From an optimization exercise on the open Yosys and OpenROAD flow, aimed at small area, a short achievable clock period and few clock cycles per item; shortcuts taken in it are not production practice. Function was checked by simulation only, so behaviour that the tests miss may differ from the original. No activity file was given, so power comes from the tool's default toggle rates.

<file path="flow/run.sh">
#!/bin/bash
# synth_recipe.tcl (not shown) runs the flow's synth.tcl, then flattens the netlist and writes it again
# the make line also repeats each setting of config.mk as NAME=value (left out here)
make -C /OpenROAD-flow-scripts/flow DESIGN_CONFIG=/design/flow/config.mk WORK_HOME=/design/flow/orfs CLKGATE_MAP_FILE= SYNTH_SCRIPT=/design/flow/synth_recipe.tcl finish
</file>
<file path="flow/config.mk">
export PLATFORM = sky130hd
export DESIGN_NAME = aq_cache_dir
export DESIGN_NICKNAME = aq_cache_dir
export VERILOG_FILES = /design/flow/design.v
export SDC_FILE = /design/flow/constraint.sdc
export NUM_CORES = 4
export LEC_CHECK = 0
export CAP_MARGIN = 20
export CORE_MARGIN = 2
export CORE_UTILIZATION = 30
export SLEW_MARGIN = 20
</file>
<file path="flow/constraint.sdc">
create_clock -name core_clock -period 10.0 [get_ports {clk}]
set_input_delay 2.0000 -clock core_clock [delete_from_list [all_inputs] [get_ports {clk}]]
set_output_delay 2.0000 -clock core_clock [all_outputs]
set_load 0.01 [all_outputs]
</file>
<file path="flow/design.v">
module aq_cache_dir (
    input  wire        clk,
    input  wire        rst,
    input  wire        req_valid,
    output wire        req_ready,
    input  wire [31:0] req_pa,
    input  wire        req_write,
    output reg         resp_valid,
    input  wire        resp_ready,
    output reg         resp_bypass,      
    output reg         resp_hit,
    output reg  [1:0]  resp_way,         
    output reg         resp_fill,        
    output reg         resp_evict,       
    output reg  [25:0] resp_evict_blk,   
    output reg  [7:0]  resp_latency      
);
    localparam SETS = 32;
    localparam WAYS = 4;
    reg [20:0]  tag_q [0:SETS*WAYS-1];
    reg [127:0] valid_q;
    reg [127:0] dirty_q;
    reg [255:0] age_q;
    wire [20:0] tag   = req_pa[31:11];
    wire [4:0]  index = req_pa[10:6];
    wire        bypass = (req_pa >= 32'h1000) && (req_pa < 32'h3000);
    wire accept = req_valid && req_ready;
    assign req_ready = !resp_valid || resp_ready;
    reg [20:0] set_tag   [0:WAYS-1];
    reg        set_valid [0:WAYS-1];
    reg        set_dirty [0:WAYS-1];
    reg [1:0]  set_age   [0:WAYS-1];
    reg        hit;
    reg [1:0]  hit_way;
    reg [1:0]  victim;
    integer    w;
    always @(*) begin
        hit     = 1'b0;
        hit_way = 2'd0;
        victim  = 2'd0;
        for (w = 0; w < WAYS; w = w + 1) begin
            set_tag[w]   = tag_q[{index, w[1:0]}];
            set_valid[w] = valid_q[{index, w[1:0]}];
            set_dirty[w] = dirty_q[{index, w[1:0]}];
            set_age[w]   = age_q[{index, w[1:0], 1'b0} +: 2];
            if (set_valid[w] && set_tag[w] == tag) begin
                hit     = 1'b1;
                hit_way = w[1:0];
            end
            if (set_age[w] == 2'd3)
                victim = w[1:0];
        end
    end
    wire        victim_dirty = set_valid[victim] && set_dirty[victim];
    wire [20:0] victim_tag   = set_tag[victim];
    wire       do_touch  = !bypass && (hit || !req_write);
    wire [1:0] touch_way = hit ? hit_way : victim;
    wire [1:0] touch_age = set_age[touch_way];
    always @(posedge clk) begin
        if (!rst && accept && do_touch && !hit)
            tag_q[{index, victim}] <= tag;
    end
    always @(posedge clk) begin
        if (rst) begin
            valid_q <= 128'd0;
            dirty_q <= 128'd0;
            age_q   <= {SETS{8'h1B}};    
        end else if (accept && do_touch) begin
            for (w = 0; w < WAYS; w = w + 1) begin
                if (w[1:0] == touch_way)
                    age_q[{index, w[1:0], 1'b0} +: 2] <= 2'd0;
                else if (set_age[w] < touch_age)
                    age_q[{index, w[1:0], 1'b0} +: 2] <= set_age[w] + 2'd1;
            end
            if (hit) begin
                if (req_write)
                    dirty_q[{index, hit_way}] <= 1'b1;
            end else begin
                valid_q[{index, victim}] <= 1'b1;
                dirty_q[{index, victim}] <= 1'b0;
            end
        end
    end
    always @(posedge clk) begin
        if (rst) begin
            resp_valid     <= 1'b0;
            resp_bypass    <= 1'b0;
            resp_hit       <= 1'b0;
            resp_way       <= 2'd0;
            resp_fill      <= 1'b0;
            resp_evict     <= 1'b0;
            resp_evict_blk <= 26'd0;
            resp_latency   <= 8'd0;
        end else if (accept) begin
            resp_valid     <= 1'b1;
            resp_bypass    <= bypass;
            resp_hit       <= !bypass && hit;
            resp_way       <= touch_way;
            resp_fill      <= !bypass && !hit && !req_write;
            resp_evict     <= !bypass && !hit && !req_write && victim_dirty;
            resp_evict_blk <= {victim_tag, index};
            if (bypass)
                resp_latency <= 8'd100;
            else if (hit)
                resp_latency <= 8'd10;
            else if (!req_write && victim_dirty)
                resp_latency <= 8'd200;
            else
                resp_latency <= 8'd100;
        end else if (resp_ready) begin
            resp_valid <= 1'b0;
        end
    end
endmodule
</file>
==> summary.txt <==
## stage by stage
step                      power (mW)  cell area, µm²  util (%)  hold slack (ns)  setup WS [ns]
final                           29.0          151000      34.6            0.459           1.37
after global routing            29.7          151000      34.6            0.478           1.08
after CTS                       29.1          151000      34.6            0.459           1.63
after detailed placement        17.0          140000      32.2            0.446          0.723
after global placement          17.0          140000      32.2            0.434          0.721
after floorplan                 16.1          131000         -            0.420          0.571
## cell type report
| class | count | area [µm²] | share of cell area, % |
|---|---|---|---|
| well taps | 5734 | 7170 | 4.76 |
| multi-input cells | 3948 | 36800 | 24.5 |
| repair buffers | 467 | 4130 | 2.74 |
| clock inverters | 186 | 1800 | 1.20 |
| inverters | 41 | 179 | 0.119 |
| diodes | 10 | 25.0 | 0.0166 |
| clock buffers | 406 | 8730 | 5.80 |
| flip-flops and latches | 3237 | 91700 | 60.9 |
## worst max-delay path, stage by stage
cell and delay (ns):
buf_8 0.42, nand2b_1 0.83, buf_4 0.45, o22ai_1 0.14
o21ai_0 0.40, nand4_1 0.31, xnor2_1 0.28, nand3_1 0.12
nor4_2 0.71, nand3_1 0.41, nand4_1 0.33, nor2_1 0.07
a21oi_1 0.21, nor3_1 0.10, o41ai_1 0.33, buf_4 0.21
ha_1 0.18, inv_1 0.10, a21o_1 0.19, o22ai_1 0.54
buf_4 0.31, nor3_1 0.08, buf_4 0.20, a32o_1 0.21
## power by group through the flow
stage                     Combinational [mW]  Sequential [mW]  Clock, mW
after floorplan                         1.14             14.9          0
after global placement                  2.07             14.9          0
after detailed placement                2.09             14.9          0
after CTS                               2.10             14.6       12.4
after global routing                    2.22             14.6       12.9
final                                   2.14             14.6       12.2
## sequential cells by signal (all words and copies together) (netlist names)
name / cells
resp_bypass: 1
resp_evict: 1
tag_q: 2688
resp_evict_blk: 26
valid_q: 128
age_q: 256
resp_way: 2
resp_fill: 1
resp_valid: 1
resp_latency: 5
dirty_q: 128
## metal layers
metal / share of wire, % / GRT usage, % / vias up / wire length (µm)
met5: 0.0095 / 0 / - / 39
met4: 3.7 / 5.97 / 6 / 15300
met1: 41 / 24.7 / 41178 / 167000
met3: 9.8 / 3.66 / 757 / 40000
met2: 46 / 27.8 / 4314 / 186000
li1: - / - / 31953 / -
## kinds of logic after synthesis
kind of cell             Yosys count  share of synthesized area [%]
multiplexers                    1178                           15.0
XOR/XNOR                          95                          0.635
buffers and inverters            609                           2.33
other                              1                        0.00286
flip-flops                      3237                           70.0
AO/OA/AOI/OAI                   1427                           7.67
AND/OR/NAND/NOR                 1228                           4.22
adder cells (fa/ha/maj)           18                          0.172
## layout by cell type (no fill, tap or decap), types with 45 or more instances in the layout
cell type  netlist  routed
a21oi_1        234     232
a221o_1         48      48
a22oi_1        218     218
a31oi_1         46      45
a32o_1          70      70
buf_4           57     380
clkbuf_1       309      60
clkbuf_16        0     333
clkinv_1         4      61
clkinv_2         0      61
dfxtp_1        549     549
edfxtp_1      2688    2688
mux2i_1        543     543
mux4_2         630     630
nand2_1        476     470
nand3_1         78      78
nor2_1         378     244
nor2_2           0     129
nor4_1          50      46
o211ai_1       169     169
o21ai_0        231     231
o22ai_1         70      70
o2bb2ai_1       68      68
xnor2_1         73      72
## how the worst max path moves through the flow
stage                 endpoint  slack (ns)  cells past startpoint
finish              age_q[125]        1.37                     24
global route          age_q[8]        1.08                     25
CTS                 age_q[125]        1.63                     26
detailed placement   age_q[77]        0.72                     26
global placement    age_q[205]        0.72                     24
floorplan           age_q[206]        0.57                     36
==> summary.txt <==
H-tree depth 5; Final Max Slew Viols 0; crit path launch req_pa[8]; main flop type after synthesis edfxtp_1; DRT antenna net count 0; fin crit share 86.3%; CP endpoint kind register; Final Setup Violations 0; Power Density 193 nW/µm²; layout cells sized above 1 20.9%; Initial Util 30.1%; WS Path Type primary input to register; sequential area share after synthesis 70.0%; Post-synth EDFFs 2688; Die H 665 µm; Synth warnings 5; core region area 435000 µm²; clock-pin transition on the worst setup and hold timing paths 0.06 ns; first-pass GRT wire length 574000 µm; drt drc 0; initial DRC count 10988; fill count 40767; Worst-Skew Late Latency 0.90 ns; share of the synthesized area in the top cell type 61.6%; Total Nets Final 8078; Detailed Routing Iterations Pass 1 6; CP required 10.75 ns; top-count cell post-synth edfxtp_1; Via density 5.57; # Max-Cap Violations 0; Synth Register Bits 3237; R2R Path Start tag_q[57][19]; CTS tree done; hold path depth 2; Netlist cell types 91; maximum clock rate 116 MHz; area delta synth->final 14.9%; Clk pwr share 42.1%; Mapped Area 131000 µm²; Worst Tran Pin Value 1.24 ns; Detailed Place HPWL 254000 µm; largest cells by area after synthesis edfxtp_1, mux4_2, dfxtp_1; Flop pwr share 50.5%; Final Non-Filler Cells 14029; FFs w/ async S/R, synth 0%; Reg2Reg Depth 14; worst hold start resp_evict_blk[22]; synthesized instance count 7793; min Tclk post-route 8.63 ns; Slew HR 17.5%; sw power 6.74 mW; number of buffers created by CTS 328; Crit path arrival time 9.38 ns; total track usage 17.8%; Hold EP resp_evict_blk[22]; vias in the first global route 76397; CP Launch Type primary input; logic gate share of total power 7.4%; CTS sink count 3237; I/O Pins 79; HP Class register to register; unrepaired setup endpoints after global routing false; LEAKAGE 47.9 nW; largest net degree at the start of global routing 149; Yosys top cell by area edfxtp_1; die width 665 µm; register-to-register setup slack 3.35 ns; RD Place Congestion 0.895; Synth Area per Inst 16.8 µm²; Bufs on Longest Clock Path 4; CTS Hold Bufs 0; reg2reg end tag_q[11][5]; drt total wl 409000 µm; top post-synthesis cells by count edfxtp_1, mux4_2, dfxtp_1, mux2i_1, nand2_1; WL per Instance 29.1 µm; initial antenna violation count 21; post_cts resized 0; placed cell count 13427; Fin. Hold Viols 0; die footprint 442000 µm²; setup TNS 0 ns; worst vdd ir 0.144 mV; post-CTS setup buffers 0; outcome timing/DRC/antenna clean; GRT overflow 0; Site Rows 242; Clock Skew 0.0723 ns; sw frac 23.2%; Port Buffers 70; CP Max Fanout 40; Clock Tree Root clkbuf_16; Power Internal 22.3 mW; via count 78208
Testbench counts, summed over its fixed seeds: cycles 24,008, items 24,000.

-- what the ideal ports hide --
How much do the figures lean on ideal ports? The routed layout below was timed once more, with nothing changed but the port constraints. Step 1, drivers: a clkbuf_16 drives clk and a buf_2 each remaining input, both assumed. Step 2 moves the port delays by t, midway between the first and last clock arrival at a register: inputs arrive t later, outputs are due t later. That takes back most of the time a late clock gives input paths. a / b / c = ideal / step 1 / step 2; a / b = the first two.
shift t [ns]: 0.971
slack for setup (ns): 1.370 / 1.399 / 0.428
worst data-port slew with drivers (ns): 0.16
After both steps this run still meets setup and hold. For this run, drivers alone change the setup slack by +0.029 ns; drivers and shift together by -0.942 ns.
